Context: an optimization exercise on an open-source flow, tuned for small area, a short achievable clock period and few clock cycles. The choices shown serve that exercise and are no tape-out recipe. No functional check of the RTL was part of any run shown here. No activity file was given, so power comes from the tool's default toggle rates.

**design.v**
```verilog
module bdd_dec #(
    parameter MAX_FRAME = 32,
    parameter MIN_FRAME = 4
) (
    input  wire       clk,
    input  wire       rst,
    input  wire       adv,        
    input  wire       a_v,        
    input  wire       b_v,        
    input  wire       clr,        
    input  wire [7:0] bits,       
    input  wire       step,       
    input  wire       commit,     
    output wire       good,       
    output wire       ce,         
    output wire [1:0] nev,        
    output wire       good_raw,   
    output wire [4:0] len,        
    output wire [5:0] count_o,    
    output wire [4:0] base_o,     
    input  wire [4:0] rd_idx,
    output wire [7:0] rd_data
);
    localparam [15:0] CRC_POLY_R = 16'h8408;
    localparam [15:0] CRC_INIT   = 16'hFFFF;
    localparam [15:0] CRC_GOOD   = 16'hF0B8;
    function [15:0] crc_update;
        input [15:0] c;
        input [7:0]  b;
        integer k;
        begin
            crc_update = c ^ {8'h00, b};
            for (k = 0; k < 8; k = k + 1) begin
                if (crc_update[0])
                    crc_update = (crc_update >> 1) ^ CRC_POLY_R;
                else
                    crc_update = crc_update >> 1;
            end
        end
    endfunction
    function [5:0] add6;
        input [5:0] a;
        input [5:0] b;
        input       ci;
        reg   [5:0] g, p, gg, pp;
        integer     k, d;
        begin
            g  = a & b;
            p  = a ^ b;
            gg = g;
            pp = p;
            gg[0] = g[0] | (p[0] & ci);
            for (d = 1; d < 6; d = d * 2)
                for (k = 5; k >= d; k = k - 1) begin
                    gg[k] = gg[k] | (pp[k] & gg[k-d]);
                    pp[k] = pp[k] & pp[k-d];
                end
            add6 = p ^ {gg[4:0], ci};
        end
    endfunction
    reg  [7:1] w_r;         
    reg        in_frame;
    wire [14:0] e;
    assign e[6:0] = clr ? 7'd0 : w_r[7:1];
    genvar gi;
    generate
        for (gi = 0; gi < 8; gi = gi + 1) begin : g_bits
            assign e[7+gi] = bits[7-gi];
        end
    endgenerate
    wire       f0 = clr ? 1'b0 : in_frame;
    reg  [7:0] flag, inv, stuf, evm;
    reg  [8:0] fr;            
    reg  [7:0] evc, eva;
    reg  [2:0] ns [0:8];      
    reg  [7:0] dnew;          
    reg  [7:0] evb;
    reg  [7:0] ok;            
    reg  [2:0] m_post;        
    reg        ev1c, ev1a, ext, rs, anyflag;
    integer    i, j;
    always @(*) begin
        for (i = 0; i < 8; i = i + 1) begin
            flag[i] = !e[i+7] && (&e[i+6 -: 6]) && !e[i];
            inv[i]  = (&e[i+7 -: 7]) && !e[i];
            stuf[i] = !e[i+7] && (&e[i+6 -: 5]) && !e[i+1];
            evm[i]  = flag[i] | inv[i];
        end
        anyflag = |flag;
        fr[0] = f0;
        for (i = 0; i < 8; i = i + 1)
            fr[i+1] = flag[i] | (fr[i] & !inv[i]);
        for (i = 0; i < 8; i = i + 1) begin
            evc[i] = fr[i] & flag[i];
            eva[i] = fr[i] & inv[i];
        end
        ev1c = (evc[0] | eva[0]) ? evc[0] : |evc;
        ev1a = (evc[0] | eva[0]) ? eva[0] : |eva;
        ext  = (evc[0] | eva[0]) && (evc[7] | eva[7]);
        rs   = clr | anyflag | (|eva);
        ns[0] = 3'b001;           
        for (i = 0; i < 8; i = i + 1)
            ns[i+1] = stuf[i] ? {ns[i][1:0], 1'b0} : ns[i];
        for (j = 0; j < 8; j = j + 1) begin
            dnew[j] = !stuf[j] & ns[j][0] & e[7+j];
            if (j + 1 < 8) dnew[j] = dnew[j] | (!stuf[j+1] & ns[j+1][1] & e[8+j]);
            if (j + 2 < 8) dnew[j] = dnew[j] | (!stuf[j+2] & ns[j+2][2] & e[9+j]);
        end
        evb[0] = evm[0];
        for (i = 1; i < 8; i = i + 1)
            evb[i] = evb[i-1] | evm[i];
        for (j = 1; j <= 8; j = j + 1) begin
            ok[j-1] = 1'b0;
            for (i = j - 1; i <= j + 1 && i < 8; i = i + 1)
                ok[j-1] = ok[j-1] | (!stuf[i] & ns[i][i-j+1] & !evb[i]);
        end
        m_post = 3'd0;
        for (i = 0; i < 7; i = i + 1)
            if (flag[i])
                m_post = m_post | ((7 - i) - ((i == 0) ? (stuf[6] | stuf[7]) :
                                              (i == 1) ? stuf[7] : 1'b0));
        if (flag[7])
            m_post = 3'd0;
    end
    reg  [7:0] q_dnew;
    reg  [2:0] q_ns;           
    reg  [7:0] q_ok;
    reg  [2:0] q_mpost;
    reg        q_anyflag, q_f0, q_ev1c, q_ev1a, q_ext, q_rs;
    always @(posedge clk) begin
        if (rst) begin
            w_r      <= 7'd0;
            in_frame <= 1'b0;
        end else if (adv && a_v) begin
            w_r      <= e[14:8];
            in_frame <= fr[8];
        end
    end
    always @(posedge clk) begin
        if (adv) begin
            q_dnew    <= dnew;
            q_ns      <= ns[8];
            q_ok      <= ok;
            q_mpost   <= m_post;
            q_anyflag <= anyflag;
            q_f0      <= f0;
            q_ev1c    <= ev1c;
            q_ev1a    <= ev1a;
            q_ext     <= ext;
            q_rs      <= rs;
        end
    end
    reg  [2:0] nbits;       
    reg  [7:0] acc;         
    reg  [15:0] x;
    reg  [7:0] nboh;
    reg        comp;
    reg  [7:0] cb, a;
    reg  [2:0] nb;
    integer    ib, jb;
    always @(*) begin
        for (jb = 0; jb < 8; jb = jb + 1)
            nboh[jb] = (nbits == jb);
        x = {q_dnew, acc};
        cb = 8'd0;
        for (jb = 0; jb < 8; jb = jb + 1)
            cb = cb | ({8{nboh[jb]}} & x[15-jb -: 8]);
        a = q_ns[0] ? q_dnew : q_ns[1] ? {q_dnew[6:0], acc[7]} : {q_dnew[5:0], acc[7:6]};
        comp = q_f0 & q_ok[7 - nbits];
        nb = q_anyflag ? q_mpost : (nbits - (q_ns[1] ? 3'd1 : q_ns[2] ? 3'd2 : 3'd0));
    end
    reg        p_comp, p_ev1c, p_ev1a, p_ext, p_rs;
    reg  [7:0] p_cb;
    always @(posedge clk) begin
        if (adv) begin
            if (b_v) begin
                nbits <= nb;
                acc   <= a;
            end
            p_comp <= comp;
            p_cb   <= cb;
            p_ev1c <= q_ev1c;
            p_ev1a <= q_ev1a;
            p_ext  <= q_ext;
            p_rs   <= q_rs;
        end
    end
    reg  [5:0]  count;
    reg  [15:0] crc;
    reg  [4:0]  base;
    reg  [4:0]  wp;
    reg  [7:0]  ring [0:31];
    wire        wr        = p_comp && !count[5];
    wire        p_step    = step;
    wire [5:0]  count_mid = add6(count, 6'd0, wr);
    wire [15:0] crc_new   = crc_update(crc, p_cb);
    wire [15:0] crc_mid   = wr ? crc_new : crc;
    wire [5:0]  wp_mid    = add6({1'b0, wp}, 6'd0, wr);
    wire        long_en   = (count >= MIN_FRAME) || (wr && count == MIN_FRAME - 1);
    wire        crc_ok    = wr ? (crc_new == CRC_GOOD) : (crc == CRC_GOOD);
    wire        is_good   = p_ev1c && long_en && crc_ok;
    wire [5:0]  len_w     = add6(count, 6'h3F, 1'b0);      
    wire [5:0]  len_n     = add6(count, 6'h3E, 1'b0);      
    wire [5:0]  wp_back   = add6(wp_mid, 6'h3E, 1'b0);     
    assign good = p_step && is_good;
    assign ce   = p_step && p_ev1c && long_en && !crc_ok;
    assign nev  = {p_ext, (p_ev1c | p_ev1a) & !p_ext};
    assign good_raw = is_good;
    assign len  = wr ? len_w[4:0] : len_n[4:0];
    assign count_o = count;
    assign base_o  = base;
    assign rd_data = ring[rd_idx];
    wire [4:0] base_n = (is_good && commit) ? wp_back[4:0] : base;
    always @(posedge clk) begin
        if (rst) begin
            base <= 5'd0;
        end else if (adv && p_step && p_rs) begin
            base <= base_n;
        end
    end
    always @(posedge clk) begin
        if (adv && p_step) begin
            if (p_rs) begin
                count <= 6'd0;
                crc   <= CRC_INIT;
                wp    <= base_n;
            end else begin
                count <= count_mid;
                crc   <= crc_mid;
                wp    <= wp_mid[4:0];
            end
        end
    end
    reg        s_wr;
    reg  [4:0] s_wp;
    reg  [7:0] s_cb;
    always @(posedge clk) begin
        if (rst)
            s_wr <= 1'b0;
        else
            s_wr <= adv && p_step && wr;
    end
    always @(posedge clk) begin
        s_wp <= wp;
        s_cb <= p_cb;
    end
    always @(posedge clk) begin
        if (s_wr)
            ring[s_wp] <= s_cb;
    end
endmodule
module bdd_deframer (
    input  wire        clk,
    input  wire        rst,
    input  wire        in_valid,
    input  wire [7:0]  in_data,
    output wire        in_ready,
    output wire        out_valid,
    output wire [7:0]  out_data,
    input  wire        out_ready,
    output reg         chunk_done,
    output reg         locked,
    output reg         sel,
    output reg  [15:0] frame_count,
    output reg  [15:0] fcs_err_count,
    output reg  [15:0] in_byte_count,
    output reg  [15:0] out_byte_count
);
    localparam MAX_FRAME     = 32;
    localparam MIN_FRAME     = 4;
    localparam CHUNK_SIZE    = 34;
    localparam RESYNC_PERIOD = 4;
    localparam QD            = 4;    
    function [15:0] add16;
        input [15:0] a;
        input [15:0] b;
        input        ci;
        reg   [15:0] g, p, gg, pp;
        integer      k, d;
        begin
            g  = a & b;
            p  = a ^ b;
            gg = g;
            pp = p;
            gg[0] = g[0] | (p[0] & ci);
            for (d = 1; d < 16; d = d * 2)
                for (k = 15; k >= d; k = k - 1) begin
                    gg[k] = gg[k] | (pp[k] & gg[k-d]);
                    pp[k] = pp[k] & pp[k-d];
                end
            add16 = p ^ {gg[14:0], ci};
        end
    endfunction
    wire [5:0] count0, count1;
    wire [4:0] base0, base1;
    reg  [4:0] rp0, rp1;             
    reg  [2:0] q_cnt;
    wire [15:0] u0 = add16({11'd0, base0}, {11'h7FF, ~rp0}, 1'b1);    
    wire [15:0] u1 = add16({11'd0, base1}, {11'h7FF, ~rp1}, 1'b1);
    wire [15:0] s0 = add16({10'd0, count0}, {11'd0, u0[4:0]}, 1'b0);
    wire [15:0] s1 = add16({10'd0, count1}, {11'd0, u1[4:0]}, 1'b0);
    wire full0 = (u0[4:0] != 5'd0) && (s0[5:0] >= 6'd31);
    wire full1 = (u1[4:0] != 5'd0) && (s1[5:0] >= 6'd31);
    wire q_full;
    reg  stall;
    always @(posedge clk) begin
        if (rst) stall <= 1'b0;
        else     stall <= full0 || full1 || q_full || (adv && p_v && p_eval && p_last);
    end
    wire adv   = !stall;
    reg  [5:0] byte_idx;
    reg  [1:0] phase;
    reg        r_v, r_first, r_last, r_eval;
    reg  [7:0] r_byte;
    assign in_ready = adv;
    wire take   = in_valid && in_ready;
    wire [15:0] bidx_inc = add16({10'd0, byte_idx}, 16'd0, 1'b1);
    always @(posedge clk) begin
        if (rst) begin
            byte_idx <= 6'd0;
            phase    <= 2'd0;
            r_v      <= 1'b0;
        end else if (adv) begin
            r_v <= take;
            if (take) begin
                if (byte_idx == CHUNK_SIZE - 1) begin
                    byte_idx <= 6'd0;
                    phase    <= phase + 2'd1;
                end else begin
                    byte_idx <= bidx_inc[5:0];
                end
            end
        end
    end
    always @(posedge clk) begin
        if (adv) begin
            r_byte  <= in_data;
            r_first <= (byte_idx == 6'd0);
            r_last  <= (byte_idx == CHUNK_SIZE - 1);
            r_eval  <= (phase == 2'd0);
        end
    end
    reg  q_v, q_first, q_last, q_eval;      
    reg  p_v, p_first, p_last, p_eval;      
    wire clr0  = r_eval && r_first &&  sel;
    wire clr1  = r_eval && r_first && !sel;
    wire step0 = p_v && (p_eval || !sel);
    wire step1 = p_v && (p_eval ||  sel);
    wire       good0, good1, ce0, ce1, gr0, gr1;
    wire [1:0] nev0, nev1;
    wire [4:0] len0, len1;
    wire [7:0] rd0, rd1;
    bdd_dec #(.MAX_FRAME(MAX_FRAME), .MIN_FRAME(MIN_FRAME)) u_dec0 (
        .clk(clk), .rst(rst), .adv(adv),
        .a_v(r_v), .b_v(q_v), .clr(clr0), .bits(r_byte),
        .step(step0), .commit(!sel), .good(good0), .ce(ce0), .nev(nev0), .good_raw(gr0), .len(len0),
        .count_o(count0), .base_o(base0),
        .rd_idx(rp0), .rd_data(rd0)
    );
    bdd_dec #(.MAX_FRAME(MAX_FRAME), .MIN_FRAME(MIN_FRAME)) u_dec1 (
        .clk(clk), .rst(rst), .adv(adv),
        .a_v(r_v), .b_v(q_v), .clr(clr1), .bits(~r_byte),
        .step(step1), .commit(sel), .good(good1), .ce(ce1), .nev(nev1), .good_raw(gr1), .len(len1),
        .count_o(count1), .base_o(base1),
        .rd_idx(rp1), .rd_data(rd1)
    );
    always @(posedge clk) begin
        if (rst) begin
            q_v <= 1'b0;
            p_v <= 1'b0;
        end else if (adv) begin
            q_v <= r_v;
            p_v <= q_v;
        end
    end
    always @(posedge clk) begin
        if (adv) begin
            q_first <= r_first;
            q_last  <= r_last;
            q_eval  <= r_eval;
            p_first <= q_first;
            p_last  <= q_last;
            p_eval  <= q_eval;
        end
    end
    wire       good_sel = sel ? good1 : good0;
    wire       ce_sel   = sel ? ce1   : ce0;
    wire [4:0] len_sel  = sel ? len1  : len0;
    reg  [7:0] d_prev;
    reg  [8:0] d_tot;
    reg  [2:0] pend;
    reg        sw_cyc, d_fix;
    wire [2:0] fe_a = {1'b0, nev1} + {2'b00, gr0};     
    wire [2:0] fe_b = {1'b0, nev0} + {2'b00, gr1};
    wire [2:0] delta = fe_a - fe_b;                      
    wire [15:0] d_app = add16({{7{d_tot[8]}}, d_tot}, {{13{pend[2]}}, pend}, 1'b0);
    wire       d_neg  = d_app[8];
    wire       d_zero = (d_app[8:0] == 9'd0);
    wire do_switch = sw_cyc && (sel ? (!d_neg && !d_zero) : d_neg);
    wire [15:0] d_cur = add16({{7{d_tot[8]}}, d_tot}, {8'hFF, ~d_prev}, 1'b1);    
    always @(posedge clk) begin
        if (rst) begin
            sel    <= 1'b0;
            d_prev <= 8'd0;
            d_tot  <= 9'd0;
            pend   <= 3'd0;
            sw_cyc <= 1'b0;
            d_fix  <= 1'b0;
        end else begin
            sw_cyc <= adv && p_v && p_eval && p_last;
            d_fix  <= sw_cyc;
            if (d_fix)
                d_prev <= d_cur[7:0];
            if (do_switch)
                sel <= ~sel;
            if (adv && p_v && p_eval) begin
                d_tot <= p_first ? {d_prev[7], d_prev} : d_app[8:0];
                pend  <= delta;
            end else begin
                d_tot <= d_app[8:0];
                pend  <= 3'd0;
            end
        end
    end
    reg        s_v, s_good, s_ce, s_last, s_dec;
    reg  [4:0] s_len;
    always @(posedge clk) begin
        if (rst)
            s_v <= 1'b0;
        else
            s_v <= adv && p_v;
    end
    always @(posedge clk) begin
        s_good <= good_sel;
        s_ce   <= ce_sel;
        s_len  <= len_sel;
        s_last <= p_last;
        s_dec  <= sel;
    end
    wire [15:0] fc_inc = add16(frame_count, 16'd0, 1'b1);
    wire [15:0] ec_inc = add16(fcs_err_count, 16'd0, 1'b1);
    wire [15:0] ob_add = add16(out_byte_count, {11'd0, s_len}, 1'b0);
    wire [15:0] ib_add = add16(in_byte_count, CHUNK_SIZE, 1'b0);
    wire push = s_v && s_good;
    assign q_full = (q_cnt == QD) || ((q_cnt == QD - 1) && (push || (adv && p_v && good_sel)));
    always @(posedge clk) begin
        if (rst) begin
            locked         <= 1'b0;
            frame_count    <= 16'd0;
            fcs_err_count  <= 16'd0;
            in_byte_count  <= 16'd0;
            out_byte_count <= 16'd0;
            chunk_done     <= 1'b0;
        end else begin
            chunk_done <= s_v && s_last;
            if (s_v) begin
                if (s_good) begin
                    frame_count    <= fc_inc;
                    out_byte_count <= ob_add;
                end
                if (s_ce)
                    fcs_err_count <= ec_inc;
                if (s_last)
                    in_byte_count <= ib_add;
                if (s_good)
                    locked <= 1'b1;
            end
            if (do_switch)
                locked <= 1'b0;
        end
    end
    reg  [5:0] q_mem [0:QD-1];      
    reg  [1:0] q_wr, q_rd;
    wire       q_pop;
    wire [15:0] q_cnt_inc = add16({13'd0, q_cnt}, 16'd0, 1'b1);
    wire [15:0] q_cnt_dec = add16({13'd0, q_cnt}, 16'hFFFF, 1'b0);
    always @(posedge clk) begin
        if (push)
            q_mem[q_wr] <= {s_dec, s_len};
    end
    always @(posedge clk) begin
        if (rst) begin
            q_wr  <= 2'd0;
            q_rd  <= 2'd0;
            q_cnt <= 3'd0;
        end else begin
            if (push)  q_wr <= q_wr + 2'd1;
            if (q_pop) q_rd <= q_rd + 2'd1;
            if (push && !q_pop)
                q_cnt <= q_cnt_inc;
            else if (q_pop && !push)
                q_cnt <= q_cnt_dec;
        end
    end
    localparam [1:0] E_IDLE = 2'd0, E_LEN = 2'd1, E_PAY = 2'd2;
    reg  [1:0] e_st;
    reg        e_dec;
    reg  [4:0] e_len;
    reg  [4:0] e_rem;
    reg        f_v, g_v;
    reg  [7:0] f_d, g_d;
    reg  [7:0] nbyte;
    assign out_valid = f_v;
    assign out_data  = f_d;
    wire make = !g_v && ((e_st != E_IDLE) || (q_cnt != 3'd0));
    wire pop  = f_v && out_ready;
    wire [15:0] rp0_inc   = add16({11'd0, rp0}, 16'd0, 1'b1);
    wire [15:0] rp1_inc   = add16({11'd0, rp1}, 16'd0, 1'b1);
    wire [15:0] e_rem_dec = add16({11'd0, e_rem}, 16'hFFFF, 1'b0);
    assign q_pop = make && (e_st == E_IDLE);
    wire [5:0] q_head = q_mem[q_rd];
    always @(*) begin
        case (e_st)
            E_PAY:   nbyte = e_dec ? rd1 : rd0;
            E_LEN:   nbyte = {3'b000, e_len};
            default: nbyte = 8'h00;
        endcase
    end
    always @(posedge clk) begin
        if (rst) begin
            e_st <= E_IDLE;
            rp0  <= 5'd0;
            rp1  <= 5'd0;
        end else if (make) begin
            case (e_st)
                E_PAY: begin
                    if (e_dec) rp1 <= rp1_inc[4:0];
                    else       rp0 <= rp0_inc[4:0];
                    if (e_rem == 5'd1)
                        e_st <= E_IDLE;
                end
                E_LEN:   e_st <= E_PAY;
                default: e_st <= E_LEN;
            endcase
        end
    end
    always @(posedge clk) begin
        if (make) begin
            case (e_st)
                E_PAY:   e_rem <= e_rem_dec[4:0];
                E_LEN:   e_rem <= e_len;
                default: begin
                    e_dec <= q_head[5];
                    e_len <= q_head[4:0];
                end
            endcase
        end
    end
    always @(posedge clk) begin
        if (rst) begin
            f_v <= 1'b0;
            g_v <= 1'b0;
        end else if (pop && g_v) begin
            g_v <= 1'b0;
        end else if (pop || !f_v) begin
            f_v <= make;
        end else if (make) begin
            g_v <= 1'b1;
        end
    end
    always @(posedge clk) begin
        if (pop && g_v)
            f_d <= g_d;
        else if (pop || !f_v)
            f_d <= nbyte;
        if (f_v && !pop && make)
            g_d <= nbyte;
    end
endmodule
```
**run.sh**
```bash
#!/bin/bash
# synth_recipe.tcl (not shown) runs the flow's synth.tcl, then flattens the netlist and writes it again
# the make line also repeats each setting of config.mk as NAME=value (left out here)
make -C /OpenROAD-flow-scripts/flow DESIGN_CONFIG=/design/flow/config.mk WORK_HOME=/design/flow/orfs CLKGATE_MAP_FILE= SYNTH_SCRIPT=/design/flow/synth_recipe.tcl finish
```
**config.mk**
```make
export PLATFORM = sky130hd
export DESIGN_NAME = bdd_deframer
export DESIGN_NICKNAME = bdd_deframer
export VERILOG_FILES = /design/flow/design.v
export SDC_FILE = /design/flow/constraint.sdc
export NUM_CORES = 4
export LEC_CHECK = 0
export CAP_MARGIN = 20
export CORE_MARGIN = 2
export CORE_UTILIZATION = 40
export SETUP_SLACK_MARGIN = 5
export SLEW_MARGIN = 20
```
**constraint.sdc**
```tcl
create_clock -name core_clock -period 10.0 [get_ports {clk}]
set_input_delay 2.0000 -clock core_clock [delete_from_list [all_inputs] [get_ports {clk}]]
set_output_delay 2.0000 -clock core_clock [all_outputs]
set_load 0.01 [all_outputs]
```
==> results.tsv, run 1 <==
metric	value	unit
status	timing/DRC/antenna clean	
CP Capture Type	primary output	
Nets	3147	
Setup CP Type	reg2out	
top cells by count, synth	edfxtp_1 (736), nor2_1 (315), nand2_1 (209)	
routed vias/inst	5.43	
#FFs+latches synth	931	
Iter 0 DRT Violations	2121	
worst setup margin	5.38	ns
first-pass GRT wire length	144000	um
die extent in y	325	um
main flop type after synthesis	edfxtp_1	
register area share after synthesis	0.630	
post-synth top area share	0.535	
syn_nets	3078	
RSZ-0062 raised after global routing	no	
clock buffer depth	3	
CTS Buf Count	95	
post-placement setup slack	5.72	ns
routed vias	24318	
CTS clk-pin slew, worst paths	0.06	ns
# hold bufs at CTS	0	
count of pins over their slew limit	0	
worst vdd ir	152	uV
H-Tree Depth	3	
period utilization	0.462	
Syn Inst Count	2962	
Slew headroom	0.346	
GRT Util Overall	0.172	
die footprint	0.106	mm2
Crit path largest cell delay	0.69	ns
startpoint types	register	
setup TNS	0	ns
Synth Cell Area	0.0413	mm2
CTS tree	yes	
Hold Crit Class	reg2reg	
Data arrival, critical path	2.62	ns
Post-Route Skew	0.0536	ns
required time of the critical path	8.00	ns
# diodes	0	
Crit Path Max Fanout	30	
share of post-route cells with drive strength above 1	0.136	
post-DP HPWL	62000	um
Slew @ Worst Pin	0.981	ns
Syn Area/Cell	13.9	um2
Yosys Warn Count	3	
Root Buffer	clkbuf_16	
I/O Buffers	87	
top cells by area, synth	edfxtp_1 (54%), mux4_2 (9.6%), dfxtp_1 (9.5%)	
DR WL/cell	20.5	um
Initial Utilization	0.405	
Congestion Overflow GR	0	
Max Clk Rate	0.216	GHz
Cell Pwr Density	228	mW/mm2
# setup viols final	0	
Die X	325	um
number of global-route vias before repair	24681	
Skew-Pair Late Insertion Delay	0.68	ns
DRC errors left	0	
IO Count	89	
most common cell in the netlist	edfxtp_1	
site row count	117	
fin crit period	4.62	ns
drt first pass iters	5	
Leak	15.5	nW
initial antenna violation count	0	
largest net degree at the start of global routing	74	
Synth cell types	78	
post-route ant nets	0	
Setup Buffers After CTS	0	
core area	0.102	mm2
routability cong.	0.874	
Yosys top cell by area	edfxtp_1	
CP max stage cell	clkinvlp_4	
Max-Cap Viols	0	
Routed WL	91800	um
Async SR Flop Fraction	0	
final core occ	0.459	
crit-path cells	clkinvlp_4, clkdlybuf4s50_1	
Gates resized, CTS repair	0	
total clock sinks	931	
EDFF count, synth	736	
final hold viol count	0	
Synth-to-Final Area Change	13.4	%
-- sequential cells by signal, indices dropped and copies added (netlist names), 15 cells and up, named ones only --
register,flops
frame_count,16
u_dec0.ring,256
in_byte_count,15
fcs_err_count,16
u_dec0.crc,16
u_dec1.crc,16
out_byte_count,16
q_mem,24
u_dec1.ring,256
-- per-stage QoR --
step / power, mW / hold WS [ns] / instance area, um2 / std cells
3_5_place_dp: 7.09 / 0.382 / 43500 / 4302
3_3_place_gp: 7.01 / 0.377 / 43500 / 4301
6_report: 10.7 / 0.393 / 46800 / 4481
4_1_cts: 10.8 / 0.393 / 46800 / 4481
5_1_grt: 11.1 / 0.407 / 46800 / 4481
2_1_floorplan: 6.41 / 0.352 / 41300 / 2962
-- final cells by class --
type                       instances  area (um2)
fill                            8906       55200
sequential                       931       26000
multi-input combinational       1797       14400
clock buffer                     123        2590
tap                             1368        1710
timing repair buffer             106        1020
clock inverter                    56         709
inverter                         100         379
-- metal layers --
| metal | wire length, um | vias up | GRT usage |
|---|---|---|---|
| li1 | - | 11259 | - |
| met1 | 41300 | 12294 | 0.239 |
| met2 | 44100 | 642 | 0.284 |
| met3 | 4290 | 123 | 0.0221 |
| met4 | 2110 | 0 | 0.0512 |
| met5 | 0 | - | 0 |
-- path summary, 6_finish.rpt --
path,from,end,slack [ns],cells after the start
worst max-delay path,stall$_SDFF_PP0_,in_ready,5.38,2
worst min-delay path,u_dec0.p_cb[1]$_DFFE_PN_,u_dec0.s_cb[1]$_DFF_P_,0.39,0
worst max register to register,u_dec0.p_cb[0]$_DFFE_PN_,pend[1]$_SDFF_PP0_,5.76,11
worst min register to register,u_dec0.p_cb[1]$_DFFE_PN_,u_dec0.s_cb[1]$_DFF_P_,0.39,0
-- placed cells by master (no fill, tap or decap), types with 84 or more instances in the layout --
cell type        count
o21ai_0             94
dfxtp_1            180
inv_1               95
a21oi_1            120
nor2_1             315
ha_1                93
clkbuf_16           97
nand2_1            209
mux4_2             176
edfxtp_1           736
xor2_1              84
clkdlybuf4s50_1     86
-- worst max-delay path, delay by kind of cell (launching register included) --
kind	cells	cell delay [ns]
buf+inv	2	1.37
flops	1	0.57
-- kinds of logic (layout without fill, tap and decap cells) --
group | count (synthesis) | after routing | share of synthesized area
other | 1 | 1 | 0.0000908
flip-flops | 931 | 931 | 0.630
multiplexers | 265 | 265 | 0.118
AO/OA/AOI/OAI | 374 | 374 | 0.0564
AND/OR/NAND/NOR | 879 | 879 | 0.101
XOR/XNOR | 174 | 174 | 0.0394
buffers and inverters | 234 | 385 | 0.0220
adder cells (fa/ha/maj) | 104 | 104 | 0.0335
-- power by group --
group / leakage, nW / internal [mW] / switching [mW]
Sequential: 8.37 / 4.91 / 0.549
Combinational: 5.55 / 0.641 / 0.903
Clock: 1.60 / 2.14 / 1.52
Total: 15.5 / 7.69 / 2.97
==> run 2: changes to the inputs <==
--- a/design.v
+++ b/design.v
@@ -259,5 +259,5 @@
     output wire [7:0]  out_data,
     input  wire        out_ready,
-    output reg         chunk_done,
+    output wire        chunk_done,
     output reg         locked,
     output reg         sel,
@@ -292,4 +292,7 @@
         end
     endfunction
+    reg  rst_r;
+    always @(posedge clk)
+        rst_r <= rst;
     wire [5:0] count0, count1;
     wire [4:0] base0, base1;
@@ -305,5 +308,5 @@
     reg  stall;
     always @(posedge clk) begin
-        if (rst) stall <= 1'b0;
+        if (rst_r) stall <= 1'b0;
         else     stall <= full0 || full1 || q_full || (adv && p_v && p_eval && p_last);
     end
@@ -313,9 +316,9 @@
     reg        r_v, r_first, r_last, r_eval;
     reg  [7:0] r_byte;
-    assign in_ready = adv;
+    assign in_ready = adv && !rst_r;
     wire take   = in_valid && in_ready;
     wire [15:0] bidx_inc = add16({10'd0, byte_idx}, 16'd0, 1'b1);
     always @(posedge clk) begin
-        if (rst) begin
+        if (rst_r) begin
             byte_idx <= 6'd0;
             phase    <= 2'd0;
@@ -352,5 +355,5 @@
     wire [7:0] rd0, rd1;
     bdd_dec #(.MAX_FRAME(MAX_FRAME), .MIN_FRAME(MIN_FRAME)) u_dec0 (
-        .clk(clk), .rst(rst), .adv(adv),
+        .clk(clk), .rst(rst_r), .adv(adv),
         .a_v(r_v), .b_v(q_v), .clr(clr0), .bits(r_byte),
         .step(step0), .commit(!sel), .good(good0), .ce(ce0), .nev(nev0), .good_raw(gr0), .len(len0),
@@ -359,5 +362,5 @@
     );
     bdd_dec #(.MAX_FRAME(MAX_FRAME), .MIN_FRAME(MIN_FRAME)) u_dec1 (
-        .clk(clk), .rst(rst), .adv(adv),
+        .clk(clk), .rst(rst_r), .adv(adv),
         .a_v(r_v), .b_v(q_v), .clr(clr1), .bits(~r_byte),
         .step(step1), .commit(sel), .good(good1), .ce(ce1), .nev(nev1), .good_raw(gr1), .len(len1),
@@ -366,5 +369,5 @@
     );
     always @(posedge clk) begin
-        if (rst) begin
+        if (rst_r) begin
             q_v <= 1'b0;
             p_v <= 1'b0;
@@ -400,5 +403,5 @@
     wire [15:0] d_cur = add16({{7{d_tot[8]}}, d_tot}, {8'hFF, ~d_prev}, 1'b1);    
     always @(posedge clk) begin
-        if (rst) begin
+        if (rst_r) begin
             sel    <= 1'b0;
             d_prev <= 8'd0;
@@ -426,5 +429,5 @@
     reg  [4:0] s_len;
     always @(posedge clk) begin
-        if (rst)
+        if (rst_r)
             s_v <= 1'b0;
         else
@@ -442,8 +445,10 @@
     wire [15:0] ob_add = add16(out_byte_count, {11'd0, s_len}, 1'b0);
     wire [15:0] ib_add = add16(in_byte_count, CHUNK_SIZE, 1'b0);
+    reg  cd_r;
+    assign chunk_done = cd_r && !rst_r;
     wire push = s_v && s_good;
     assign q_full = (q_cnt == QD) || ((q_cnt == QD - 1) && (push || (adv && p_v && good_sel)));
     always @(posedge clk) begin
-        if (rst) begin
+        if (rst_r) begin
             locked         <= 1'b0;
             frame_count    <= 16'd0;
@@ -451,7 +456,7 @@
             in_byte_count  <= 16'd0;
             out_byte_count <= 16'd0;
-            chunk_done     <= 1'b0;
+            cd_r           <= 1'b0;
         end else begin
-            chunk_done <= s_v && s_last;
+            cd_r <= s_v && s_last;
             if (s_v) begin
                 if (s_good) begin
@@ -480,5 +485,5 @@
     end
     always @(posedge clk) begin
-        if (rst) begin
+        if (rst_r) begin
             q_wr  <= 2'd0;
             q_rd  <= 2'd0;
@@ -501,8 +506,8 @@
     reg  [7:0] f_d, g_d;
     reg  [7:0] nbyte;
-    assign out_valid = f_v;
+    assign out_valid = f_v && !rst_r;
     assign out_data  = f_d;
     wire make = !g_v && ((e_st != E_IDLE) || (q_cnt != 3'd0));
-    wire pop  = f_v && out_ready;
+    wire pop  = f_v && out_ready && !rst_r;
     wire [15:0] rp0_inc   = add16({11'd0, rp0}, 16'd0, 1'b1);
     wire [15:0] rp1_inc   = add16({11'd0, rp1}, 16'd0, 1'b1);
@@ -518,5 +523,5 @@
     end
     always @(posedge clk) begin
-        if (rst) begin
+        if (rst_r) begin
             e_st <= E_IDLE;
             rp0  <= 5'd0;
@@ -548,5 +553,5 @@
     end
     always @(posedge clk) begin
-        if (rst) begin
+        if (rst_r) begin
             f_v <= 1'b0;
             g_v <= 1'b0;
==> results.tsv, run 2 <==
metric	value	unit
Slew headroom	0.317	
setup TNS	0	ns
GR Util met3	0.0321	
register area share after synthesis	0.630	
RSZ-0062 raised after global routing	no	
Async SR Flop Fraction	0	
Die X	325	um
Top Registers	u_dec0.ring x256, u_dec1.ring x256, q_mem x24	
most common cell after layout, fill and taps aside	edfxtp_1	
Hold Crit Class	reg2reg	
overall power	11.2	mW
# setup viols final	0	
Int Power	8.00	mW
H-Tree Depth	3	
syn_nets	3094	
Syn Inst Count	2978	
placed cells	4331	
#FFs+latches synth	932	
die footprint	0.106	mm2
core area	0.102	mm2
post-placement setup slack	5.93	ns
most frequent cells in the layout	edfxtp_1 (736), nor2_1 (298), nand2_1 (195)	
Clk pwr share	0.341	
Nets	3180	
most common cell in the netlist	edfxtp_1	
worst setup margin	5.81	ns
count of pins over their slew limit	0	
Skew-Pair Late Insertion Delay	0.69	ns
Post-Route Skew	0.0500	ns
CTS clk-pin slew, worst paths	0.06	ns
worst vdd ir	260	uV
share of post-route cells with drive strength above 1	0.138	
largest net degree at the start of global routing	85	
Root Buffer	clkbuf_16	
Leak	15.7	nW
DR WL/cell	20.2	um
Comb power frac	0.176	
routed vias/inst	5.32	
CTS Buf Count	98	
GR Util met1	0.244	
post-DP HPWL	60300	um
main flop type after synthesis	edfxtp_1	
Setup Buffers After CTS	0	
total clock sinks	932	
GRT Util Overall	0.171	
DRC errors left	0	
post-synth top area share	0.535	
Routed WL	91200	um
IO Count	89	
clock buffer depth	3	
Setup CP Type	reg2out	
first-pass GRT wire length	142000	um
final hold viol count	0	
Synth cell types	80	
startpoint types	register	
I/O Buffers	87	
die extent in y	325	um
Crit Path Max Fanout	27	
top cells by count, synth	edfxtp_1 (736), nor2_1 (298), dfxtp_1 (196)	
number of global-route vias before repair	23637	
Cell Pwr Density	238	mW/mm2
Data arrival, critical path	2.19	ns
Yosys Warn Count	3	
initial antenna violation count	0	
Max-Cap Viols	0	
Net Switching	3.24	mW
fin crit period	4.19	ns
Final Instance Count excl. Fillers	4519	
Yosys top cell by area	edfxtp_1	
CTS tree	yes	
CP Capture Type	primary output	
post-route ant nets	0	
drt first pass iters	6	
top cells by area, synth	edfxtp_1 (53%), dfxtp_1 (9.5%), mux4_2 (9.3%)	
routability cong.	0.850	
Gates resized, CTS repair	0	
Reg power frac	0.483	
Synth-to-Final Area Change	14.0	%
Syn Area/Cell	13.9	um2
Iter 0 DRT Violations	1990	
Max Clk Rate	0.239	GHz
Congestion Overflow GR	0	
Slew @ Worst Pin	1.02	ns
site row count	117	
EDFF count, synth	736	
required time of the critical path	8.00	ns
switching portion of total power	0.288	
Synth Cell Area	0.0413	mm2
met2 usage	0.262	
status	timing/DRC/antenna clean	
routed vias	24059	
period utilization	0.419	
global route hottest layer	met2	
Initial Utilization	0.405	
# hold bufs at CTS	0	
## run 2: routing by layer
layer	vias up	part of all wire
li1	11413	-
met1	11909	0.46
met3	138	0.055
met5	-	0
met4	0	0.028
met2	599	0.45
## run 2: area by class of cell
cell class / instances / area (um2)
fillers: 9053 / 55000
flip-flops and latches: 932 / 26000
multi-input cells: 1799 / 14400
clock buffers: 116 / 2570
well taps: 1368 / 1710
repair buffers: 124 / 1170
clock inverters: 70 / 870
inverters: 109 / 412
diodes: 1 / 2.50
## run 2: kinds of logic after synthesis
group	Yosys count	share of synthesized area
adders and majority gates	105	0.0337
buffers and inverters	247	0.0233
DFF	932	0.630
AOI/OAI and AO/OA	406	0.0615
xor gates and xnor gates	177	0.0388
and+or+nand+nor	859	0.0999
muxes	251	0.113
other	1	0.0000907
## run 2: critical path, stage by stage, from the launching register on
cell             delay (ns)
dfxtp_4                0.49
nor2_1                 0.37
clkdlybuf4s50_1        0.64
## run 2: final timing paths
path | start | endpoint | slack [ns] | cells after the start
worst max-delay path | rst_r$_DFF_P_ | in_ready | 5.81 | 2
worst min-delay path | u_dec0.p_cb[3]$_DFFE_PN_ | u_dec0.s_cb[3]$_DFF_P_ | 0.39 | 0
worst max register to register | u_dec0.p_cb[1]$_DFFE_PN_ | pend[2]$_SDFF_PP0_ | 5.97 | 12
worst min register to register | u_dec0.p_cb[3]$_DFFE_PN_ | u_dec0.s_cb[3]$_DFF_P_ | 0.39 | 0
## run 2: per-stage QoR
stage / hold WS [ns] / area (um2) / util
5_1_grt: 0.408 / 47100 / 0.461
3_3_place_gp: 0.375 / 43700 / 0.427
2_1_floorplan: 0.352 / 41300 / -
6_report: 0.394 / 47100 / 0.461
3_5_place_dp: 0.381 / 43700 / 0.427
4_1_cts: 0.396 / 47100 / 0.461
## run 2: power by group through the flow
stage / Sequential, mW / Combinational [mW] / Clock [mW]
finish: 5.42 / 1.98 / 3.84
global route: 5.49 / 2.18 / 4.08
CTS: 5.43 / 1.98 / 3.92
detailed placement: 5.52 / 1.97 / 0
global placement: 5.51 / 1.95 / 0
floorplan: 5.38 / 1.34 / 0
==> run 3: changes to the inputs <==
--- a/design.v
+++ b/design.v
@@ -306,9 +306,13 @@
     wire full1 = (u1[4:0] != 5'd0) && (s1[5:0] >= 6'd31);
     wire q_full;
+    wire stall_n = full0 || full1 || q_full || (adv && p_v && p_eval && p_last);
     reg  stall;
     always @(posedge clk) begin
         if (rst_r) stall <= 1'b0;
-        else     stall <= full0 || full1 || q_full || (adv && p_v && p_eval && p_last);
+        else     stall <= stall_n;
     end
+    reg  in_rdy;
+    always @(posedge clk)
+        in_rdy <= (rst_r || !stall_n) && !rst;
     wire adv   = !stall;
     reg  [5:0] byte_idx;
@@ -316,5 +320,5 @@
     reg        r_v, r_first, r_last, r_eval;
     reg  [7:0] r_byte;
-    assign in_ready = adv && !rst_r;
+    assign in_ready = in_rdy;
     wire take   = in_valid && in_ready;
     wire [15:0] bidx_inc = add16({10'd0, byte_idx}, 16'd0, 1'b1);
@@ -392,9 +396,10 @@
     reg  [7:0] d_prev;
     reg  [8:0] d_tot;
-    reg  [2:0] pend;
+    reg  [1:0] pn1, pn0;
+    reg        pg0, pg1;
+    wire [2:0] fe_a = {1'b0, pn1} + {2'b00, pg0};      
+    wire [2:0] fe_b = {1'b0, pn0} + {2'b00, pg1};
+    wire [2:0] pend = fe_a - fe_b;                      
     reg        sw_cyc, d_fix;
-    wire [2:0] fe_a = {1'b0, nev1} + {2'b00, gr0};     
-    wire [2:0] fe_b = {1'b0, nev0} + {2'b00, gr1};
-    wire [2:0] delta = fe_a - fe_b;                      
     wire [15:0] d_app = add16({{7{d_tot[8]}}, d_tot}, {{13{pend[2]}}, pend}, 1'b0);
     wire       d_neg  = d_app[8];
@@ -407,5 +412,8 @@
             d_prev <= 8'd0;
             d_tot  <= 9'd0;
-            pend   <= 3'd0;
+            pn1    <= 2'd0;
+            pn0    <= 2'd0;
+            pg0    <= 1'b0;
+            pg1    <= 1'b0;
             sw_cyc <= 1'b0;
             d_fix  <= 1'b0;
@@ -419,8 +427,14 @@
             if (adv && p_v && p_eval) begin
                 d_tot <= p_first ? {d_prev[7], d_prev} : d_app[8:0];
-                pend  <= delta;
+                pn1   <= nev1;
+                pn0   <= nev0;
+                pg0   <= gr0;
+                pg1   <= gr1;
             end else begin
                 d_tot <= d_app[8:0];
-                pend  <= 3'd0;
+                pn1   <= 2'd0;
+                pn0   <= 2'd0;
+                pg0   <= 1'b0;
+                pg1   <= 1'b0;
             end
         end
==> results.tsv, run 3 <==
metric	value	unit
register area share after synthesis	0.628	
Initial Utilization	0.402	
Crit Path Max Fanout	46	
Gates resized, CTS repair	0	
EDFF count, synth	736	
CP Capture Type	primary output	
RSZ-0062 raised after global routing	no	
first-pass GRT wire length	142000	um
post-synth top area share	0.532	
overall power	10.3	mW
crit-path cells	buf_4, nor2b_1, clkdlybuf4s50_1	
largest net degree at the start of global routing	83	
internal reg-to-reg setup slack	5.83	ns
Top Registers	u_dec0.ring x256, u_dec1.ring x256, q_mem x24	
Slew @ Worst Pin	1.05	ns
Iter 0 DRT Violations	2158	
post-placement setup slack	5.88	ns
most frequent cells in the layout	edfxtp_1 (736), nor2_1 (295), nand2_1 (213)	
Hold Path Cell Cnt	0	
FF-to-FF path depth	15	
Synth Cell Area	0.0416	mm2
Synth-to-Final Area Change	13.2	%
placed cells	4329	
Hold Crit Class	reg2reg	
Syn Area/Cell	14.0	um2
CTS Buf Count	100	
Setup CP Type	reg2out	
period utilization	0.445	
Async SR Flop Fraction	0	
Nets	3167	
main flop type after synthesis	edfxtp_1	
top cells by count, synth	edfxtp_1 (736), nor2_1 (295), nand2_1 (213)	
syn_nets	3091	
initial antenna violation count	1	
Setup Buffers After CTS	0	
post-route ant nets	0	
Reg area	0.0261	mm2
die extent in y	326	um
Skew-Pair Late Insertion Delay	0.68	ns
routed vias	24181	
Routed WL	90600	um
die footprint	0.107	mm2
Yosys top cell by area	edfxtp_1	
H-Tree Depth	3	
I/O Buffers	87	
DR WL/cell	20.1	um
Fillers	9213	
Cell Pwr Density	219	mW/mm2
Data arrival, critical path	2.45	ns
# setup viols final	0	
Post-Route Skew	0.0296	ns
core area	0.103	mm2
top cell family by delay on the critical path	buffers and inverters	
site row count	118	
required time of the critical path	8.00	ns
DRC errors left	0	
Syn Inst Count	2975	
CP max stage cell	dfxtp_4	
startpoint types	register	
worst vdd ir	163	uV
# hold bufs at CTS	0	
Max-Cap Viols	0	
#FFs+latches synth	936	
status	timing/DRC/antenna clean	
Crit path largest cell delay	0.69	ns
GRT Util Overall	0.170	
Slew headroom	0.301	
r2r endpoint	locked$_SDFFE_PP0P_	
count of pins over their slew limit	0	
worst setup margin	5.55	ns
CTS clk-pin slew, worst paths	0.06	ns
number of global-route vias before repair	23916	
most common cell after layout, fill and taps aside	edfxtp_1	
# diodes	0	
worst hold start	u_dec1.wp[0]$_DFFE_PP_	
CTS tree	yes	
setup TNS	0	ns
total clock sinks	936	
routability cong.	0.854	
Multi-input gate area	0.0145	mm2
most common cell in the netlist	edfxtp_1	
drt first pass iters	7	
Yosys Warn Count	3	
routed vias/inst	5.35	
top cells by area, synth	edfxtp_1 (53%), dfxtp_1 (9.6%), mux4_2 (9.5%)	
worst r2r src	pn0[0]$_SDFF_PP0_	
Congestion Overflow GR	0	
Root Buffer	clkbuf_16	
Final Instance Count excl. Fillers	4516	
post-DP HPWL	59900	um
Leak	15.6	nW
share of post-route cells with drive strength above 1	0.133	
Synth cell types	91	
final hold viol count	0	
Max Clk Rate	0.225	GHz
clock buffer depth	3	
critical path depth	3	
Hold Path End	u_dec1.s_wp[0]$_DFF_P_	
IO Count	89	
Die X	326	um
fin crit period	4.45	ns
CP bufs+invs	2	
-- run 3: cell count changes after synthesis, sizes merged, moves of 12 or more --
cell / before / now
nand2: 195 / 213
nand2b: 48 / 27
nor3: 24 / 36
o21ai: 99 / 113
xnor2: 100 / 76
xor2: 77 / 92
-- run 3: cell families after synthesis --
group           Yosys count  share of synthesized area
fa+ha+maj               104                     0.0333
mux                     261                      0.117
flops                   936                      0.628
xor+xnor                174                     0.0396
buf+inv                 245                     0.0232
simple gates            850                     0.0977
compound gates          404                     0.0616
other cells               1                  0.0000902
-- run 3: metal layers --
metal | global-route usage | up-vias | part of all wire
met5 | 0 | - | 0
met1 | 0.249 | 12007 | 0.47
met3 | 0.0271 | 150 | 0.052
met4 | 0.0533 | 0 | 0.027
met2 | 0.260 | 681 | 0.45
li1 | - | 11343 | -
-- run 3: how the worst max path moves through the flow --
stage	start	end	slack [ns]
final	rst_r$_DFF_P_	chunk_done	5.55
after detailed placement	pn0[0]$_SDFF_PP0_	locked$_SDFFE_PP0P_	5.88
after global routing	rst_r$_DFF_P_	chunk_done	5.38
after floorplan	stall$_SDFF_PP0_	u_dec0.crc[0]$_SDFFCE_PP1P_	5.82
after global placement	pn0[0]$_SDFF_PP0_	locked$_SDFFE_PP0P_	5.90
after CTS	rst_r$_DFF_P_	chunk_done	5.45
-- run 3: per-stage QoR --
stage,hold WS [ns],instance area (um2),util
floorplan,0.352,41600,-
global placement,0.367,43800,0.424
detailed placement,0.375,43800,0.424
CTS,0.390,47000,0.455
global route,0.403,47000,0.455
finish,0.387,47000,0.455
-- run 3: power breakdown --
| part | internal, mW | switching [mW] | leakage, nW |
|---|---|---|---|
| clock network | 2.07 | 1.53 | 1.57 |
| registers | 4.87 | 0.500 | 8.41 |
| logic | 0.542 | 0.797 | 5.63 |
| total | 7.48 | 2.83 | 15.6 |
-- run 3: layout make-up --
type                            count  share of cell area
Clock buffer                      131              0.0574
Clock inverter                     56              0.0110
Inverter                          110             0.00886
Multi-Input combinational cell   1794               0.308
Sequential cell                   936               0.555
Tap cell                         1380              0.0367
Timing Repair Buffer              109              0.0220
==> run 4: changes to the inputs <==
--- a/design.v
+++ b/design.v
@@ -318,5 +318,5 @@
     reg  [5:0] byte_idx;
     reg  [1:0] phase;
-    reg        r_v, r_first, r_last, r_eval;
+    reg        r_v, r_first, r_last, r_eval, r_clr0, r_clr1;
     reg  [7:0] r_byte;
     assign in_ready = in_rdy;
@@ -346,10 +346,12 @@
             r_last  <= (byte_idx == CHUNK_SIZE - 1);
             r_eval  <= (phase == 2'd0);
+            r_clr0  <= (phase == 2'd0) && (byte_idx == 6'd0) &&  sel;
+            r_clr1  <= (phase == 2'd0) && (byte_idx == 6'd0) && !sel;
         end
     end
     reg  q_v, q_first, q_last, q_eval;      
     reg  p_v, p_first, p_last, p_eval;      
-    wire clr0  = r_eval && r_first &&  sel;
-    wire clr1  = r_eval && r_first && !sel;
+    wire clr0  = r_clr0;
+    wire clr1  = r_clr1;
     wire step0 = p_v && (p_eval || !sel);
     wire step1 = p_v && (p_eval ||  sel);
@@ -403,7 +405,21 @@
     reg        sw_cyc, d_fix;
     wire [15:0] d_app = add16({{7{d_tot[8]}}, d_tot}, {{13{pend[2]}}, pend}, 1'b0);
-    wire       d_neg  = d_app[8];
-    wire       d_zero = (d_app[8:0] == 9'd0);
-    wire do_switch = sw_cyc && (sel ? (!d_neg && !d_zero) : d_neg);
+    function slt9;                        
+        input [8:0] a;
+        input [8:0] b;
+        begin
+            slt9 = (a[8] != b[8]) ? a[8] : (a[7:0] < b[7:0]);
+        end
+    endfunction
+    wire [6:0] lt_k, gt_k;                
+    genvar gk;
+    generate
+        for (gk = 0; gk < 7; gk = gk + 1) begin : g_k
+            assign lt_k[gk] = slt9(d_tot, gk - 3);
+            assign gt_k[gk] = slt9(gk - 3, d_tot);
+        end
+    endgenerate
+    wire [2:0] mp_i = 3'd3 - pend;        
+    wire do_switch = sw_cyc && (sel ? gt_k[mp_i] : lt_k[mp_i]);
     wire [15:0] d_cur = add16({{7{d_tot[8]}}, d_tot}, {8'hFF, ~d_prev}, 1'b1);    
     always @(posedge clk) begin
--- a/config.mk
+++ b/config.mk
@@ -8,5 +8,5 @@
 export CAP_MARGIN = 20
 export CORE_MARGIN = 2
-export CORE_UTILIZATION = 40
+export CORE_UTILIZATION = 55
 export SETUP_SLACK_MARGIN = 5
 export SLEW_MARGIN = 20
==> results.tsv, run 4 <==
metric	value	unit
Iter 0 DRT Violations	2019	
top cells by count, synth	edfxtp_1 (738), nor2_1 (286), nand2_1 (228)	
main combinational cell family by area after synthesis	multiplexers	
Skew-Pair Late Insertion Delay	0.67	ns
CP bufs+invs	1	
Root Buffer	clkbuf_16	
placed cells	3950	
Cell Pwr Density	176	mW/mm2
most common cell in the netlist	edfxtp_1	
Slew @ Worst Pin	1.07	ns
Post-Synth Adder-Cell Area	0.0333	
worst vdd ir	132	uV
routed vias	24554	
site row count	101	
Syn Area/Cell	13.9	um2
Multi-input gate area	0.0147	mm2
count of pins over their slew limit	0	
CP Capture Type	primary output	
Setup CP Type	reg2out	
CTS clk-pin slew, worst paths	0.06	ns
Async SR Flop Fraction	0	
Yosys Warn Count	3	
Synth-to-Final Area Change	11.8	%
Final Instance Count excl. Fillers	4128	
#FFs+latches synth	938	
DRC errors left	0	
Routed WL	91000	um
Clk pwr share	0.440	
required time of the critical path	8.00	ns
die extent in y	280	um
switching portion of total power	0.210	
Int Power	6.50	mW
Congestion Overflow GR	0	
Reg area	0.0262	mm2
total clock sinks	938	
period utilization	0.416	
# setup viols final	0	
Top Registers	u_dec0.ring x256, u_dec1.ring x256, q_mem x24	
syn_nets	3123	
post-synthesis simple-gate area fraction	0.101	
top cell family by delay on the critical path	flip-flops	
Crit path largest cell delay	0.82	ns
top cells by area, synth	edfxtp_1 (53%), dfxtp_1 (9.6%), mux4_2 (9.3%)	
DR WL/cell	22.0	um
routability cong.	0.902	
# diodes	0	
clock buffer depth	3	
Post-Route Skew	0.0351	ns
crit-path cells	clkdlybuf4s50_1	
CTS tree	yes	
GRT Util Overall	0.235	
startpoint types	register	
Synth cell types	90	
Max-Cap Viols	0	
Die X	280	um
routed vias/inst	5.95	
post-route ant nets	0	
most frequent cells in the layout	edfxtp_1 (738), nor2_1 (286), nand2_1 (228)	
main flop type after synthesis	edfxtp_1	
register area share after synthesis	0.626	
Setup Buffers After CTS	0	
most common cell after layout, fill and taps aside	edfxtp_1	
I/O Buffers	87	
Comb power frac	0.026	
share of post-route cells with drive strength above 1	0.130	
Gates resized, CTS repair	0	
fin crit period	4.16	ns
Net Switching	1.73	mW
multiplexer area fraction after synthesis	0.114	
post-synthesis compound-gate area fraction	0.0607	
status	timing/DRC/antenna clean	
first-pass GRT wire length	142000	um
Hold Crit Class	reg2reg	
post-DP HPWL	61300	um
largest net degree at the start of global routing	78	
Reg power frac	0.533	
RSZ-0062 raised after global routing	no	
Initial Utilization	0.553	
CP max stage cell	dfxtp_1	
Fillers	5719	
Post-Synth XOR/XNOR Area	0.0416	
final hold slack	0.383	ns
post-synth top area share	0.530	
Nets	3186	
EDFF count, synth	738	
Slew headroom	0.284	
# hold bufs at CTS	0	
Synth Cell Area	0.0418	mm2
H-Tree Depth	3	
setup TNS	0	ns
Data arrival, critical path	2.16	ns
Leak	15.8	nW
Syn Inst Count	3007	
CTS Buf Count	96	
core area	0.0756	mm2
IO Count	89	
Crit Path Max Fanout	18	
number of global-route vias before repair	24403	
drt first pass iters	5	
Yosys top cell by area	edfxtp_1	
final hold viol count	0	
die footprint	0.0782	mm2
initial antenna violation count	0	
Max Clk Rate	0.241	GHz
==> run 4: cell types whose count changed after synthesis, moves of 5 or more <==
cell	before	now
nand2_1	213	228
nor2_1	295	286
o22a_1	6	1
nor2b_1	37	43
a41oi_1	7	1
a21oi_1	119	124
buf_1	19	27
nand3_1	70	65
nor3_1	35	40
nand2b_1	27	38
==> run 4: area by class of cell <==
| cell class | count | area share |
|---|---|---|
| Sequential cell | 938 | 0.561 |
| Clock buffer | 131 | 0.0568 |
| Multi-Input combinational cell | 1823 | 0.314 |
| Tap cell | 978 | 0.0262 |
| Inverter | 108 | 0.00873 |
| Timing Repair Buffer | 103 | 0.0212 |
| Clock inverter | 47 | 0.0124 |
==> run 4: power by group through the flow <==
stage / combinational (mW) / sequential (mW) / clock, mW
after detailed placement: 0.214 / 4.47 / 0
final: 0.216 / 4.39 / 3.62
after floorplan: 0.179 / 4.41 / 0
after global routing: 0.240 / 4.40 / 3.85
after global placement: 0.211 / 4.47 / 0
after CTS: 0.216 / 4.39 / 3.71
==> run 4: through the flow <==
step	utilization	total power [mW]	worst slack (ns)	area, um2
floorplan	-	4.59	6.39	41800
global placement	0.575	4.68	6.03	43500
detailed placement	0.575	4.69	5.94	43500
CTS	0.618	8.31	5.82	46700
global route	0.618	8.49	5.74	46700
finish	0.618	8.23	5.84	46700
==> run 4: kinds of logic (layout without fill, tap and decap cells) <==
family          count (synthesis)  in the layout
flops                         938            938
buf+inv                       246            389
mux                           260            260
other cells                     1              1
compound gates                405            405
fa+ha+maj                     105            105
simple gates                  876            876
xor+xnor                      176            176
==> run 4: worst paths after layout <==
path                                from  slack (ns)  cells past startpoint                     end
hold reg to reg   u_dec0.wp[4]$_DFFE_PP_        0.38                      0  u_dec0.s_wp[4]$_DFF_P_
hold / removal    u_dec0.wp[4]$_DFFE_PP_        0.38                      0  u_dec0.s_wp[4]$_DFF_P_
setup / recovery        sel$_SDFFE_PP0P_        5.84                      1                     sel
setup reg to reg       pn0[0]$_SDFF_PP0_        6.05                     16     d_tot[8]$_SDFF_PP0_
==> run 4: metal layers <==
| metal | global-route usage | share of wire | routed length [um] |
|---|---|---|---|
| met5 | 0 | 0 | 0 |
| met4 | 0.0729 | 0.029 | 2670 |
| met3 | 0.0339 | 0.043 | 3900 |
| met2 | 0.376 | 0.48 | 43300 |
| met1 | 0.336 | 0.45 | 41100 |
==> run 5: changes to the inputs <==
--- a/config.mk
+++ b/config.mk
@@ -8,5 +8,5 @@
 export CAP_MARGIN = 20
 export CORE_MARGIN = 2
-export CORE_UTILIZATION = 55
+export CORE_UTILIZATION = 40
 export SETUP_SLACK_MARGIN = 5
 export SLEW_MARGIN = 20
==> results.tsv, run 5 <==
metric	value	unit
crit-path cells	nor2b_1, clkdlybuf4s50_1	
routed vias/inst	5.32	
# hold bufs at CTS	0	
CTS tree	yes	
post-DP HPWL	62100	um
Die X	327	um
Synth Cell Area	0.0418	mm2
Async SR Flop Fraction	0	
EDFF count, synth	738	
Leak	15.9	nW
top cells by count, synth	edfxtp_1 (738), nor2_1 (286), nand2_1 (228)	
main flop type after synthesis	edfxtp_1	
initial antenna violation count	0	
Data arrival, critical path	2.16	ns
largest net degree at the start of global routing	82	
# diodes	0	
Hold Path End	u_dec1.s_wp[0]$_DFF_P_	
core area	0.104	mm2
Final Instance Count excl. Fillers	4542	
CTS clk-pin slew, worst paths	0.06	ns
Nets	3193	
# setup viols final	0	
Top Registers	u_dec0.ring x256, u_dec1.ring x256, q_mem x24	
routability cong.	0.821	
Post-Route Skew	0.0310	ns
most common cell after layout, fill and taps aside	edfxtp_1	
top cell family by delay on the critical path	flip-flops	
FF-to-FF path depth	16	
DR WL/cell	20.3	um
Yosys Warn Count	3	
most common cell in the netlist	edfxtp_1	
post-route ant nets	0	
Initial Utilization	0.403	
count of pins over their slew limit	0	
drt first pass iters	5	
register area share after synthesis	0.626	
die footprint	0.107	mm2
Hold Path Cell Cnt	0	
Routed WL	92200	um
Max-Cap Viols	0	
status	timing/DRC/antenna clean	
Cell Pwr Density	177	mW/mm2
Max Clk Rate	0.240	GHz
syn_nets	3123	
I/O Buffers	87	
worst r2r src	pn0[0]$_SDFF_PP0_	
IO Count	89	
CP bufs+invs	1	
Crit Path Max Fanout	55	
post-synth top area share	0.530	
RSZ-0062 raised after global routing	no	
Setup CP Type	reg2out	
CP max stage cell	dfxtp_4	
Setup Buffers After CTS	0	
die extent in y	327	um
total clock sinks	938	
worst hold start	u_dec1.wp[0]$_DFFE_PP_	
worst vdd ir	137	uV
Syn Area/Cell	13.9	um2
internal reg-to-reg setup slack	6.19	ns
first-pass GRT wire length	145000	um
DRC errors left	0	
share of post-route cells with drive strength above 1	0.133	
Gates resized, CTS repair	0	
CTS Buf Count	100	
GRT Util Overall	0.173	
required time of the critical path	8.00	ns
final hold viol count	0	
routed vias	24178	
Congestion Overflow GR	0	
placed cells	4355	
Synth-to-Final Area Change	13.6	%
clock buffer depth	3	
Root Buffer	clkbuf_16	
startpoint types	register	
Skew-Pair Late Insertion Delay	0.68	ns
most frequent cells in the layout	edfxtp_1 (738), nor2_1 (286), nand2_1 (228)	
period utilization	0.416	
Yosys top cell by area	edfxtp_1	
#FFs+latches synth	938	
Syn Inst Count	3007	
Iter 0 DRT Violations	1940	
top cells by area, synth	edfxtp_1 (53%), dfxtp_1 (9.6%), mux4_2 (9.3%)	
site row count	118	
CP Capture Type	primary output	
setup TNS	0	ns
Crit path largest cell delay	0.81	ns
fin crit period	4.16	ns
Slew headroom	0.251	
Hold Crit Class	reg2reg	
Synth cell types	90	
Slew @ Worst Pin	1.12	ns
number of global-route vias before repair	24385	
H-Tree Depth	3	
r2r endpoint	d_tot[8]$_SDFF_PP0_	
-- run 5: cell counts after synthesis --
Identical to the previous run, type by type.
-- run 5: metrics by stage --
step,hold WS [ns],setup WS (ns),power [mW],utilization,instance area (um2)
final,0.382,5.84,8.41,0.458,47500
after global routing,0.398,5.70,8.66,0.458,47500
after CTS,0.384,5.75,8.48,0.458,47500
after detailed placement,0.369,5.75,4.68,0.425,44000
after global placement,0.375,5.77,4.68,0.425,44000
after floorplan,0.352,6.39,4.59,-,41800
-- run 5: kinds of logic (layout without fill, tap and decap cells) --
| logic type | Yosys count | after routing | synth area share |
|---|---|---|---|
| AO/OA/AOI/OAI | 405 | 405 | 0.0607 |
| XOR/XNOR | 176 | 176 | 0.0416 |
| adder cells (fa/ha/maj) | 105 | 105 | 0.0333 |
| buffers and inverters | 246 | 401 | 0.0231 |
| flip-flops | 938 | 938 | 0.626 |
| multiplexers | 260 | 260 | 0.114 |
| other | 1 | 1 | 0.0000897 |
| AND/OR/NAND/NOR | 876 | 876 | 0.101 |
-- run 5: where the power goes --
| group | switching (mW) | total, mW | internal, mW |
|---|---|---|---|
| logic | 0.118 | 0.214 | 0.0958 |
| clock network | 1.57 | 3.81 | 2.24 |
| registers | 0.111 | 4.39 | 4.28 |
| total | 1.80 | 8.41 | 6.61 |
-- run 5: worst max-delay path by stage --
stage / cells after the start / from / slack [ns] / endpoint
floorplan: 7 / stall$_SDFF_PP0_ / 6.39 / byte_idx[0]$_SDFFE_PP0P_
global placement: 4 / out_ready / 5.77 / g_d[0]$_DFFE_PP_
detailed placement: 4 / out_ready / 5.75 / g_d[0]$_DFFE_PP_
CTS: 2 / rst_r$_DFF_P_ / 5.75 / out_valid
global route: 2 / rst_r$_DFF_P_ / 5.70 / out_valid
finish: 2 / rst_r$_DFF_P_ / 5.84 / out_valid
-- run 5: area by class of cell --
| type | count | area [um2] |
|---|---|---|
| Fill cell | 9184 | 56200 |
| Sequential cell | 938 | 26200 |
| Clock inverter | 47 | 527 |
| Multi-Input combinational cell | 1823 | 14700 |
| Clock buffer | 140 | 2920 |
| Inverter | 108 | 408 |
| Tap cell | 1380 | 1730 |
| Timing Repair Buffer | 106 | 1010 |
-- run 5: layer usage --
layer,GRT usage,vias up,share of wire
li1,-,11430,-
met1,0.238,12032,0.45
met2,0.285,560,0.48
met3,0.0251,156,0.044
met4,0.0496,0,0.026
met5,0,-,0
==> run 6: changes to the inputs <==
--- a/design.v
+++ b/design.v
@@ -398,10 +398,12 @@
     reg  [7:0] d_prev;
     reg  [8:0] d_tot;
-    reg  [1:0] pn1, pn0;
-    reg        pg0, pg1;
-    wire [2:0] fe_a = {1'b0, pn1} + {2'b00, pg0};      
-    wire [2:0] fe_b = {1'b0, pn0} + {2'b00, pg1};
-    wire [2:0] pend = fe_a - fe_b;                      
+    reg  [2:0] pend;
     reg        sw_cyc, d_fix;
+    wire [2:0] d_e  = {1'b0, nev1} - {1'b0, nev0};        
+    wire [2:0] d_em = {1'b0, nev1} - {1'b0, nev0} - 3'd1;
+    wire [2:0] d_ep = {1'b0, nev1} - {1'b0, nev0} + 3'd1;
+    wire       g_dn = gr1 && !gr0;                          
+    wire       g_up = gr0 && !gr1;
+    wire [2:0] delta = g_dn ? d_em : g_up ? d_ep : d_e;     
     wire [15:0] d_app = add16({{7{d_tot[8]}}, d_tot}, {{13{pend[2]}}, pend}, 1'b0);
     function slt9;                        
@@ -428,8 +430,5 @@
             d_prev <= 8'd0;
             d_tot  <= 9'd0;
-            pn1    <= 2'd0;
-            pn0    <= 2'd0;
-            pg0    <= 1'b0;
-            pg1    <= 1'b0;
+            pend   <= 3'd0;
             sw_cyc <= 1'b0;
             d_fix  <= 1'b0;
@@ -443,14 +442,8 @@
             if (adv && p_v && p_eval) begin
                 d_tot <= p_first ? {d_prev[7], d_prev} : d_app[8:0];
-                pn1   <= nev1;
-                pn0   <= nev0;
-                pg0   <= gr0;
-                pg1   <= gr1;
+                pend  <= delta;
             end else begin
                 d_tot <= d_app[8:0];
-                pn1   <= 2'd0;
-                pn0   <= 2'd0;
-                pg0   <= 1'b0;
-                pg1   <= 1'b0;
+                pend  <= 3'd0;
             end
         end
@@ -476,5 +469,11 @@
     wire [15:0] ib_add = add16(in_byte_count, CHUNK_SIZE, 1'b0);
     reg  cd_r;
-    assign chunk_done = cd_r && !rst_r;
+    assign chunk_done = cd_r;
+    always @(posedge clk) begin
+        if (rst || rst_r)
+            cd_r <= 1'b0;
+        else
+            cd_r <= s_v && s_last;
+    end
     wire push = s_v && s_good;
     assign q_full = (q_cnt == QD) || ((q_cnt == QD - 1) && (push || (adv && p_v && good_sel)));
@@ -486,7 +485,5 @@
             in_byte_count  <= 16'd0;
             out_byte_count <= 16'd0;
-            cd_r           <= 1'b0;
         end else begin
-            cd_r <= s_v && s_last;
             if (s_v) begin
                 if (s_good) begin
@@ -536,8 +533,8 @@
     reg  [7:0] f_d, g_d;
     reg  [7:0] nbyte;
-    assign out_valid = f_v && !rst_r;
+    assign out_valid = f_v;
     assign out_data  = f_d;
     wire make = !g_v && ((e_st != E_IDLE) || (q_cnt != 3'd0));
-    wire pop  = f_v && out_ready && !rst_r;
+    wire pop  = f_v && out_ready;
     wire [15:0] rp0_inc   = add16({11'd0, rp0}, 16'd0, 1'b1);
     wire [15:0] rp1_inc   = add16({11'd0, rp1}, 16'd0, 1'b1);
@@ -583,5 +580,5 @@
     end
     always @(posedge clk) begin
-        if (rst_r) begin
+        if (rst || rst_r) begin
             f_v <= 1'b0;
             g_v <= 1'b0;
==> results.tsv, run 6 <==
metric	value	unit
status	timing/DRC/antenna clean	
die extent in y	327	um
CTS clk-pin slew, worst paths	0.06	ns
Net Switching	2.82	mW
most frequent cells in the layout	edfxtp_1 (738), nor2_1 (287), nand2_1 (230)	
critical path depth	1	
final core occ	0.457	
routability cong.	0.859	
Syn Inst Count	3033	
#FFs+latches synth	935	
main flop type after synthesis	edfxtp_1	
Synth-to-Final Area Change	13.3	%
Yosys top cell by area	edfxtp_1	
Gates resized, CTS repair	0	
Crit. Startpoint	out_byte_count[0]$_SDFFE_PP0P_	
Critical Path End	out_byte_count[0]	
Data arrival, critical path	1.83	ns
# hold bufs at CTS	0	
I/O Buffers	87	
Yosys Warn Count	3	
Reg power frac	0.504	
number of global-route vias before repair	24084	
site row count	118	
required time of the critical path	8.00	ns
drt first pass iters	8	
Congestion Overflow GR	0	
clock buffer depth	3	
Syn Area/Cell	13.8	um2
core area	0.104	mm2
final hold viol count	0	
DRC errors left	0	
DR top layer	met4	
Root Buffer	clkbuf_16	
Skew-Pair Late Insertion Delay	0.67	ns
top cell family by delay on the critical path	buffers and inverters	
Synth cell types	82	
most common cell after layout, fill and taps aside	edfxtp_1	
routed vias	24626	
fin crit period	3.83	ns
top cells by count, synth	edfxtp_1 (738), nor2_1 (291), nand2_1 (230)	
GRT Util Overall	0.174	
initial antenna violation count	1	
setup TNS	0	ns
FF-to-FF path depth	7	
placed cells	4384	
routed vias/inst	5.39	
Hold Crit Class	reg2reg	
Iter 0 DRT Violations	2108	
crit-path cells	clkdlybuf4s50_1	
dpl cell area	0.0440	mm2
period utilization	0.383	
H-Tree Depth	3	
Post-Route Skew	0.0402	ns
Fillers	9129	
Die X	327	um
total clock sinks	935	
Met2 Wirelength	43400	um
register area share after synthesis	0.625	
Max Clk Rate	0.261	GHz
Max-Cap Viols	0	
Hold Path Cell Cnt	0	
Synth Cell Area	0.0418	mm2
EDFF count, synth	738	
met3 routed WL	4760	um
DR WL/cell	20.5	um
Comb power frac	0.140	
Slew @ Worst Pin	1.17	ns
overall power	10.4	mW
post-route ant nets	0	
die footprint	0.107	mm2
Clk pwr share	0.356	
run 6: cell types whose count changed after synthesis, moves of 8 or more:
cell	before	now
a31oi_1	16	30
clkbuf_1	90	100
nand3_1	65	82
xnor2_1	75	84
a21oi_1	124	103
nand2b_1	38	48
a211oi_1	25	14
o21ai_0	110	101
nor3_1	40	31
nand4_1	20	28
run 6: kinds of logic (layout without fill, tap and decap cells):
logic type,count (synthesis),after routing,share of synthesized area
flip-flops,935,935,0.625
AND/OR/NAND/NOR,906,906,0.104
AO/OA/AOI/OAI,390,390,0.0590
multiplexers,273,273,0.118
buffers and inverters,245,401,0.0228
XOR/XNOR,179,179,0.0380
adder cells (fa/ha/maj),104,104,0.0329
other,1,2,0.0000897
run 6: layout make-up:
| cell class | instances | area, um2 | area share |
|---|---|---|---|
| Inverter | 107 | 404 | 0.00853 |
| Tap cell | 1380 | 1730 | 0.0365 |
| Multi-Input combinational cell | 1853 | 14800 | 0.311 |
| Clock buffer | 120 | 2640 | 0.0557 |
| Sequential cell | 935 | 26100 | 0.552 |
| Timing Repair Buffer | 109 | 1040 | 0.0219 |
| Clock inverter | 65 | 672 | 0.0142 |
| Antenna cell | 1 | 2.50 | 0.0000528 |
run 6: power groups by stage:
stage / Clock, mW / Sequential (mW) / Combinational (mW)
finish: 3.69 / 5.23 / 1.45
global route: 3.92 / 5.28 / 1.62
CTS: 3.77 / 5.23 / 1.47
detailed placement: 0 / 5.32 / 1.46
global placement: 0 / 5.31 / 1.44
floorplan: 0 / 5.06 / 1.15
run 6: layer usage:
layer,GRT usage,vias up
met5,0,-
met4,0.0477,0
met3,0.0254,119
met2,0.272,641
met1,0.253,12302
li1,-,11564
run 6: worst min-delay path by stage:
stage,startpoint,to,slack [ns]
finish,u_dec1.p_cb[5]$_DFFE_PN_,u_dec1.s_cb[5]$_DFF_P_,0.39
global route,u_dec1.wp[4]$_DFFE_PP_,u_dec1.s_wp[4]$_DFF_P_,0.40
CTS,u_dec1.p_cb[5]$_DFFE_PN_,u_dec1.s_cb[5]$_DFF_P_,0.40
detailed placement,u_dec1.p_cb[5]$_DFFE_PN_,u_dec1.s_cb[5]$_DFF_P_,0.39
global placement,u_dec1.p_cb[0]$_DFFE_PN_,u_dec1.s_cb[0]$_DFF_P_,0.38
floorplan,u_dec0.wp[0]$_DFFE_PP_,u_dec0.s_wp[0]$_DFF_P_,0.35
run 6: through the flow:
stage | hold slack [ns] | worst slack (ns)
after floorplan | 0.352 | 5.51
after global placement | 0.383 | 6.08
after detailed placement | 0.385 | 6.06
after CTS | 0.395 | 6.13
after global routing | 0.399 | 6.08
final | 0.393 | 6.17

Setup slack of run 6, layout unchanged: 6.166 ns with ideal ports, 6.100 ns with driving cells assumed (clock clkbuf_16, inputs buf_2), 6.090 ns with port delays also shifted by the 0.721 ns mid clock arrival.
